Context: an optimization exercise on an open-source flow, tuned for small area, a short achievable clock period and few clock cycles per item. The choices shown serve that exercise and are no tape-out recipe.
In this exercise RTL edits were held to simulation tests only and were not proved equivalent to the original.

==> flow/design.v (excerpt) <==
module spuc_correlator (
    input  wire        clk,
    input  wire        rst,
    input  wire        in_valid,
    output reg         in_ready,
    input  wire [63:0] in_ref,
    input  wire [63:0] in_x,
    input  wire        in_neg,
    input  wire        in_last,
    output reg         out_valid,
    input  wire        out_ready,
    output reg  [63:0] out_corr,
    output reg         out_bit
);
Settings: LEC_CHECK=0, ABC_AREA=1, CAP_MARGIN=20, CELL_PAD_IN_SITES_DETAIL_PLACEMENT=1, CELL_PAD_IN_SITES_GLOBAL_PLACEMENT=2, CORE_MARGIN=2, CORE_UTILIZATION=35, PLACE_DENSITY=0.5, SLEW_MARGIN=20; clock period 66.0 ns.
standard.sh (not shown) runs the stock make flow with config.mk's settings and CLKGATE_MAP_FILE= SYNTH_SCRIPT=/design/flow/synth_recipe.tcl, a recipe that flattens the netlist after the stock synthesis.
==> flow/flow/run.sh <==
#!/bin/bash
# Standard synthesis and layout (the standard.sh, step by step), with two
# changes to how the layout is made; the clock, the constraints and all flow
# scripts are unchanged:
# - the port buffers that the placement step inserts are buf_4 cells;
# - the timing repair steps over-fix setup: they keep working on a path
#   until it has SETUP_SLACK_MARGIN ns of slack at the design's period.
# Each step's output goes to its own log file here.
set -euo pipefail
export SETUP_SLACK_MARGIN=51.45
export BUFFER_PORTS_ARGS="-buffer_cell sky130_fd_sc_hd__buf_4"
bash standard.sh synth > synth.log 2>&1
bash standard.sh floorplan > floorplan.log 2>&1
bash standard.sh place > place.log 2>&1
bash standard.sh cts > cts.log 2>&1
bash standard.sh route > route.log 2>&1
bash standard.sh finish > finish.log 2>&1
Testbench counts at the start, summed over its fixed seeds: cycles 17,833, items 17,761.
Change:
--- a/flow/flow/run.sh
+++ b/flow/flow/run.sh
@@ -8,5 +8,5 @@
 # Each step's output goes to its own log file here.
 set -euo pipefail
-export SETUP_SLACK_MARGIN=51.45
+export SETUP_SLACK_MARGIN=51.6
 export BUFFER_PORTS_ARGS="-buffer_cell sky130_fd_sc_hd__buf_4"
 bash standard.sh synth > synth.log 2>&1
CAP_MARGIN = 10   (was 20)
CTS_CLUSTER_DIAMETER = 100   (was not set)
CTS_CLUSTER_SIZE = 50   (was not set)
SLEW_MARGIN = 10   (was 20)
What happened: The changed run finished but failed the layout checks on max-capacitance violations, max-slew violations; routed wire length stays flat; first-iteration DRC count is lower by about 3.7%; design area is about the same; worst setup slack improves by 0.022 ns; non-clock buffer count is higher by 6; hold slack improves by 0.014 ns.
Change:
--- a/flow/flow/run.sh
+++ b/flow/flow/run.sh
@@ -8,5 +8,5 @@
 # Each step's output goes to its own log file here.
 set -euo pipefail
-export SETUP_SLACK_MARGIN=51.6
+export SETUP_SLACK_MARGIN=51.45
 export BUFFER_PORTS_ARGS="-buffer_cell sky130_fd_sc_hd__buf_4"
 bash standard.sh synth > synth.log 2>&1
CAP_MARGIN = 20   (was 10)
CTS_CLUSTER_DIAMETER = 80   (was 100)
CTS_CLUSTER_SIZE = 40   (was 50)
SLEW_MARGIN = 20   (was 10)
With this change the flow finished with timing, DRC and antenna clean; clock-buffer cell count goes up by 6; flip-flop and latch count stays the same; final area stays flat.


spuc_correlator again, from the RTL that the note above started with.
==> flow/config.mk <==
export PLATFORM = sky130hd
export DESIGN_NAME = spuc_correlator
export DESIGN_NICKNAME = spuc_correlator
export VERILOG_FILES = /design/flow/design.v
export SDC_FILE = /design/flow/constraint.sdc
export NUM_CORES = 8
export LEC_CHECK = 0
export ABC_AREA = 1
export CAP_MARGIN = 20
export CELL_PAD_IN_SITES_DETAIL_PLACEMENT = 1
export CELL_PAD_IN_SITES_GLOBAL_PLACEMENT = 2
export CORE_MARGIN = 2
export CORE_UTILIZATION = 35
export PLACE_DENSITY = 0.5
export SLEW_MARGIN = 20
==> flow/constraint.sdc <==
create_clock -name core_clock -period 66.0 [get_ports {clk}]
set_input_delay 13.2000 -clock core_clock [delete_from_list [all_inputs] [get_ports {clk}]]
set_output_delay 13.2000 -clock core_clock [all_outputs]
set_load 0.01 [all_outputs]
==> flow/flow/run.sh <==
#!/bin/bash
# Standard synthesis and layout (the standard.sh, step by step), with two
# changes to how the layout is made; the clock, the constraints and all flow
# scripts are unchanged:
# - the port buffers that the placement step inserts are buf_4 cells;
# - the timing repair steps over-fix setup: they keep working on a path
#   until it has SETUP_SLACK_MARGIN ns of slack at the design's period.
# Each step's output goes to its own log file here.
set -euo pipefail
export SETUP_SLACK_MARGIN=51.6
export BUFFER_PORTS_ARGS="-buffer_cell sky130_fd_sc_hd__buf_4"
bash standard.sh synth > synth.log 2>&1
bash standard.sh floorplan > floorplan.log 2>&1
bash standard.sh place > place.log 2>&1
bash standard.sh cts > cts.log 2>&1
bash standard.sh route > route.log 2>&1
bash standard.sh finish > finish.log 2>&1
The first run went through all stages and came out clean.
Testbench counts at the start, summed over its fixed seeds: cycles 17,833, items 17,761.
==> next run, changes <==
Settings changed: CTS_CLUSTER_DIAMETER set to 80, CTS_CLUSTER_SIZE set to 40.
What happened: Setup slack gains 0.0085 ns; global-route usage stays flat; hold slack gains 0.011 ns; cell area hardly moves; via count hardly moves; cell count stays flat; synthesized cell count does not change; core utilization is about the same; flip-flop and latch count is unchanged; first-iteration DRC count decreases by 2.2%.

static timing again, ports no longer ideal:
In the flow no input, the clock included, has a driving cell. The finished layouts below were timed again as built, in two steps.
Step 1, drivers: a clkbuf_16 drives clk and a buf_2 each remaining input, both assumed.
Step 2 adds t to the input delays and takes it off the output delays; t is the mean of the earliest and latest rising clock arrival at the registers after step 1. Input paths then give back, and output paths get back, about the clock's delay inside the block.
a / b / c = ideal / step 1 / step 2; a / b = the first two.
| run | t, ns | slack for setup (ns) | latest minus earliest clock arrival (ns) | worst register clock-pin slew, ns |
|---|---|---|---|---|
| the first run of note 1 | 0.928 | 51.494 / 51.374 / 51.553 | 0.061 / 0.061 | 0.09 / 0.09 |
| the second run of note 1 | 0.897 | 51.516 / 51.391 / 51.602 | 0.086 / 0.087 | 0.13 / 0.13 |
| the third run of note 1 | 0.904 | 51.489 / 51.371 / 51.586 | 0.096 / 0.096 | 0.12 / 0.12 |
| the first run of note 2 | 0.935 | 51.534 / 51.414 / 51.527 | 0.081 / 0.081 | 0.09 / 0.09 |
| the second run of note 2 | 0.893 | 51.542 / 51.421 / 51.601 | 0.088 / 0.089 | 0.12 / 0.12 |
The setup slack of the first run of note 2, which loses most, moves by -0.120 ns with the drivers and by -0.007 ns with both steps.
